Context: an optimization exercise on an open-source flow, tuned for small area. The choices shown serve that exercise and are no tape-out recipe. In this exercise RTL edits were held to simulation tests only and were not proved equivalent to the original. The clock port is modelled as an ideal driver; clocking choices that lean on that would not hold on a real chip.

==> module x10_ctrl, before the edit <==
module x10_ctrl (
    input  wire       clk,
    input  wire       load,
    input  wire [2:0] cfg_sel,
    input  wire [2:0] cfg_max,
    input  wire [2:0] cfg_mult,
    input  wire [1:0] cfg_idle,
    input  wire       act_valid,
    input  wire [2:0] act_unit,
    input  wire       act_on,
    input  wire       slow_tick,
    output reg        od_valid,
    output wire [2:0] od_slot,
    output wire [2:0] mux_slot
);
    reg       m3, m4;
    reg [2:0] scan_mult;
    reg [1:0] idle_mode;
    reg [2:0] cam;
    reg       scan;
    reg [3:0] tcnt;
    assign mux_slot = cam;
    assign od_slot  = mux_slot;
    wire idle_scan = (idle_mode == 2'd0);
    wire idle_prio = (idle_mode == 2'd1);
    wire [2:0] max_c  = {m4, !m4, m3 & !m4};
    wire       at_max = cam[2] | (cam[1] & (!m3 | (cam[0] & !m4)));    
    wire [2:0] prev_c = (cam[2:1] == 2'b00) ? max_c : cam - 3'd1;
    wire [2:0] next_c = at_max ? 3'd1 : cam + 3'd1;
    wire [2:0] k = act_unit;
    wire [4:1] u_hot = {k == 3'b110, k == 3'b100, k == 3'b111, k == 3'b101};
    wire [2:0] u_bin = {u_hot[4], u_hot[2] | u_hot[3], u_hot[1] | u_hot[3]};
    wire u_ok  = u_hot[1] | u_hot[2] | (u_hot[3] & m3) | (u_hot[4] & m4);
    wire u5    = (k == 3'b001);
    wire u6    = (k == 3'b011);
    wire hit   = (|u_hot) & (u_bin == cam);
    wire a_row  = act_valid & (u_ok | u5 | u6);
    wire a_sel  = act_valid & act_on & u_ok;                      
    wire a_off  = act_valid & !act_on & hit;                      
    wire a_scan = act_valid & act_on & u5;
    wire a_sel0 = act_valid & !act_on & u5;
    wire a_prev = act_valid & act_on & u6;
    wire a_next = act_valid & !act_on & u6;
    wire t_wrap = slow_tick & (tcnt == 4'd0);
    wire pol    = a_off | (t_wrap & !scan);                       
    wire p_scan = pol & idle_scan;
    wire p_prio = pol & idle_prio;
    wire go_nxt = a_next | (t_wrap & scan);
    wire stop   = a_sel | a_sel0 | a_prev | a_next | p_prio;      
    wire start  = a_scan | p_scan;                                
    wire [2:0] nx_cam = a_sel  ? u_bin :
                        a_prev ? prev_c :
                        go_nxt ? next_c :
                        p_prio ? 3'd1 :
                        a_sel0 ? 3'd0 : cam;
    wire nx_scan = !stop & (start | scan);
    wire nx_od   = a_prev | go_nxt | (a_sel & !hit) | (a_sel0 & |cam) | (p_prio & (cam != 3'd1));
    wire t_clr   = t_wrap | (a_row & !(scan & !stop));
    wire t_inc   = slow_tick & !t_wrap;
    always @(posedge clk) begin
        if (load) begin
            m3        <= cfg_max[2] | cfg_max[0];
            m4        <= cfg_max[2];
            scan_mult <= cfg_mult;
            idle_mode <= cfg_idle;
            tcnt      <= (cfg_idle == 2'd0) ? {1'b0, cfg_mult} : 4'd12;
            cam       <= (cfg_idle == 2'd1) ? 3'd1 : cfg_sel;
            scan      <= (cfg_idle == 2'd0);
            od_valid  <= 1'b1;
        end else begin
            cam       <= nx_cam;
            scan      <= nx_scan;
            if (t_clr | t_inc)
                tcnt  <= t_clr ? (nx_scan ? {1'b0, scan_mult} : 4'd12) : tcnt - 4'd1;
            od_valid  <= nx_od;
        end
    end
endmodule
Settings: LEC_CHECK=0, CAP_MARGIN=20, CORE_MARGIN=2, CORE_UTILIZATION=40, SLEW_MARGIN=20; clock period 10.0 ns.
standard.sh (not shown) runs the stock make flow with config.mk's settings and CLKGATE_MAP_FILE= SYNTH_SCRIPT=/design/flow/synth_recipe.tcl, a recipe that flattens the netlist after the stock synthesis.
==> flow/flow/run.sh <==
#!/bin/bash
# Own layout flow: the standard flow (standard.sh, all ORFS steps) with
#  - the standard synthesis script (synth_recipe.tcl), except that its ABC
#    call uses the area-oriented mapping script flow/area.abc; the registers
#    are mapped before ABC runs, so they are the standard synthesis's
#  - the settings in flow/extra.mk added to the standard flow's config.mk, and
#    flow/leaf_cts.tcl run around clock_tree_synthesis (PRE_CTS_TCL)
# Each tool's full output is in own_flow.log and in ORFS's logs under orfs/.
set -euo pipefail
W=$(pwd)
F="$W/flow"
{
  echo "proc abc {args} { set i [lsearch -exact \$args -script]; if {\$i >= 0} { lset args [expr {\$i + 1}] {$F/area.abc} }; yosys abc {*}\$args }"
  cat "$W/synth_recipe.tcl"
} > "$W/own_synth.tcl"
cp "$W/config.mk" "$W/own_config.mk"
cat "$F/extra.mk" >> "$W/own_config.mk"
echo "export PRE_CTS_TCL = $F/leaf_cts.tcl" >> "$W/own_config.mk"
sed -e "s#SYNTH_SCRIPT=[^ ]*#SYNTH_SCRIPT=$W/own_synth.tcl#" \
    -e "s#DESIGN_CONFIG=[^ ]*#DESIGN_CONFIG=$W/own_config.mk#" \
    "$W/standard.sh" > "$W/own_standard.sh"
bash "$W/own_standard.sh" > "$W/own_flow.log" 2>&1
Other scripts of this flow, unchanged in this note and not shown: flow/flow/area.abc, flow/flow/extra.mk, flow/flow/leaf_cts.tcl
Then changed:
--- a/flow/design.v
+++ b/flow/design.v
@@ -17,22 +17,21 @@
     reg [2:0] scan_mult;
     reg [1:0] idle_mode;
-    reg [2:0] cam;
+    reg [4:1] cam;
     reg       scan;
     reg [3:0] tcnt;
-    assign mux_slot = cam;
+    assign mux_slot = {cam[4], cam[2] | cam[3], cam[1] | cam[3]};
     assign od_slot  = mux_slot;
     wire idle_scan = (idle_mode == 2'd0);
     wire idle_prio = (idle_mode == 2'd1);
-    wire [2:0] max_c  = {m4, !m4, m3 & !m4};
-    wire       at_max = cam[2] | (cam[1] & (!m3 | (cam[0] & !m4)));    
-    wire [2:0] prev_c = (cam[2:1] == 2'b00) ? max_c : cam - 3'd1;
-    wire [2:0] next_c = at_max ? 3'd1 : cam + 3'd1;
+    wire       low   = !(cam[4] | cam[3] | cam[2]);           
+    wire [4:1] prev_c = {low & m4, cam[4] | (low & m3 & !m4), cam[3] | (low & !m3), cam[2]};
+    wire [4:1] next_c = {cam[3] & m4, cam[2] & m3, cam[1],
+                         !(cam[1] | cam[2] | cam[3]) | (cam[2] & !m3) | (cam[3] & !m4)};
     wire [2:0] k = act_unit;
     wire [4:1] u_hot = {k == 3'b110, k == 3'b100, k == 3'b111, k == 3'b101};
-    wire [2:0] u_bin = {u_hot[4], u_hot[2] | u_hot[3], u_hot[1] | u_hot[3]};
     wire u_ok  = u_hot[1] | u_hot[2] | (u_hot[3] & m3) | (u_hot[4] & m4);
     wire u5    = (k == 3'b001);
     wire u6    = (k == 3'b011);
-    wire hit   = (|u_hot) & (u_bin == cam);
+    wire hit   = |(u_hot & cam);
     wire a_row  = act_valid & (u_ok | u5 | u6);
     wire a_sel  = act_valid & act_on & u_ok;                      
@@ -49,11 +48,11 @@
     wire stop   = a_sel | a_sel0 | a_prev | a_next | p_prio;      
     wire start  = a_scan | p_scan;                                
-    wire [2:0] nx_cam = a_sel  ? u_bin :
+    wire [4:1] nx_cam = a_sel  ? u_hot :
                         a_prev ? prev_c :
                         go_nxt ? next_c :
-                        p_prio ? 3'd1 :
-                        a_sel0 ? 3'd0 : cam;
+                        p_prio ? 4'b0001 :
+                        a_sel0 ? 4'b0000 : cam;
     wire nx_scan = !stop & (start | scan);
-    wire nx_od   = a_prev | go_nxt | (a_sel & !hit) | (a_sel0 & |cam) | (p_prio & (cam != 3'd1));
+    wire nx_od   = a_prev | go_nxt | (a_sel & !hit) | (a_sel0 & |cam) | (p_prio & !cam[1]);
     wire t_clr   = t_wrap | (a_row & !(scan & !stop));
     wire t_inc   = slow_tick & !t_wrap;
@@ -65,5 +64,6 @@
             idle_mode <= cfg_idle;
             tcnt      <= (cfg_idle == 2'd0) ? {1'b0, cfg_mult} : 4'd12;
-            cam       <= (cfg_idle == 2'd1) ? 3'd1 : cfg_sel;
+            cam       <= (cfg_idle == 2'd1) ? 4'b0001 :
+                         {cfg_sel == 3'd4, cfg_sel == 3'd3, cfg_sel == 3'd2, cfg_sel == 3'd1};
             scan      <= (cfg_idle == 2'd0);
             od_valid  <= 1'b1;
=> Worst setup slack gains 410 ps; first-iteration DRC count is higher by 29%; die area is about the same; hold slack loses 16 ps; routed wire length goes up by about 3.4%.

[static timing again, ports no longer ideal]
Ports are ideal in the flow. The routed layouts listed here were re-timed in OpenROAD.
Step 1 (the two cells are an assumption about what drives the block):
set clk [get_ports {clk}]
set_driving_cell -lib_cell sky130_fd_sc_hd__clkbuf_16 $clk
set_driving_cell -lib_cell sky130_fd_sc_hd__buf_2 [delete_from_list [all_inputs] $clk]
Step 2 also shifts input and output timing later by t, the mid clock arrival at the registers, as if the neighbouring blocks saw the same clock.
a / b / c = no drivers / after step 1 / after step 2; a / b = the first two.
run | t, ns | setup WS [ns] | latest minus earliest clock arrival (ns)
the first run | 0.358 | 5.201 / 5.209 / 4.852 | 0.029 / 0.029
the second run | 0.366 | 5.606 / 5.609 / 5.242 | 0.034 / 0.033
After both steps every run listed still meets setup and hold. The setup slack of the second run, which loses most, moves by +0.003 ns with the drivers and by -0.364 ns with both steps.
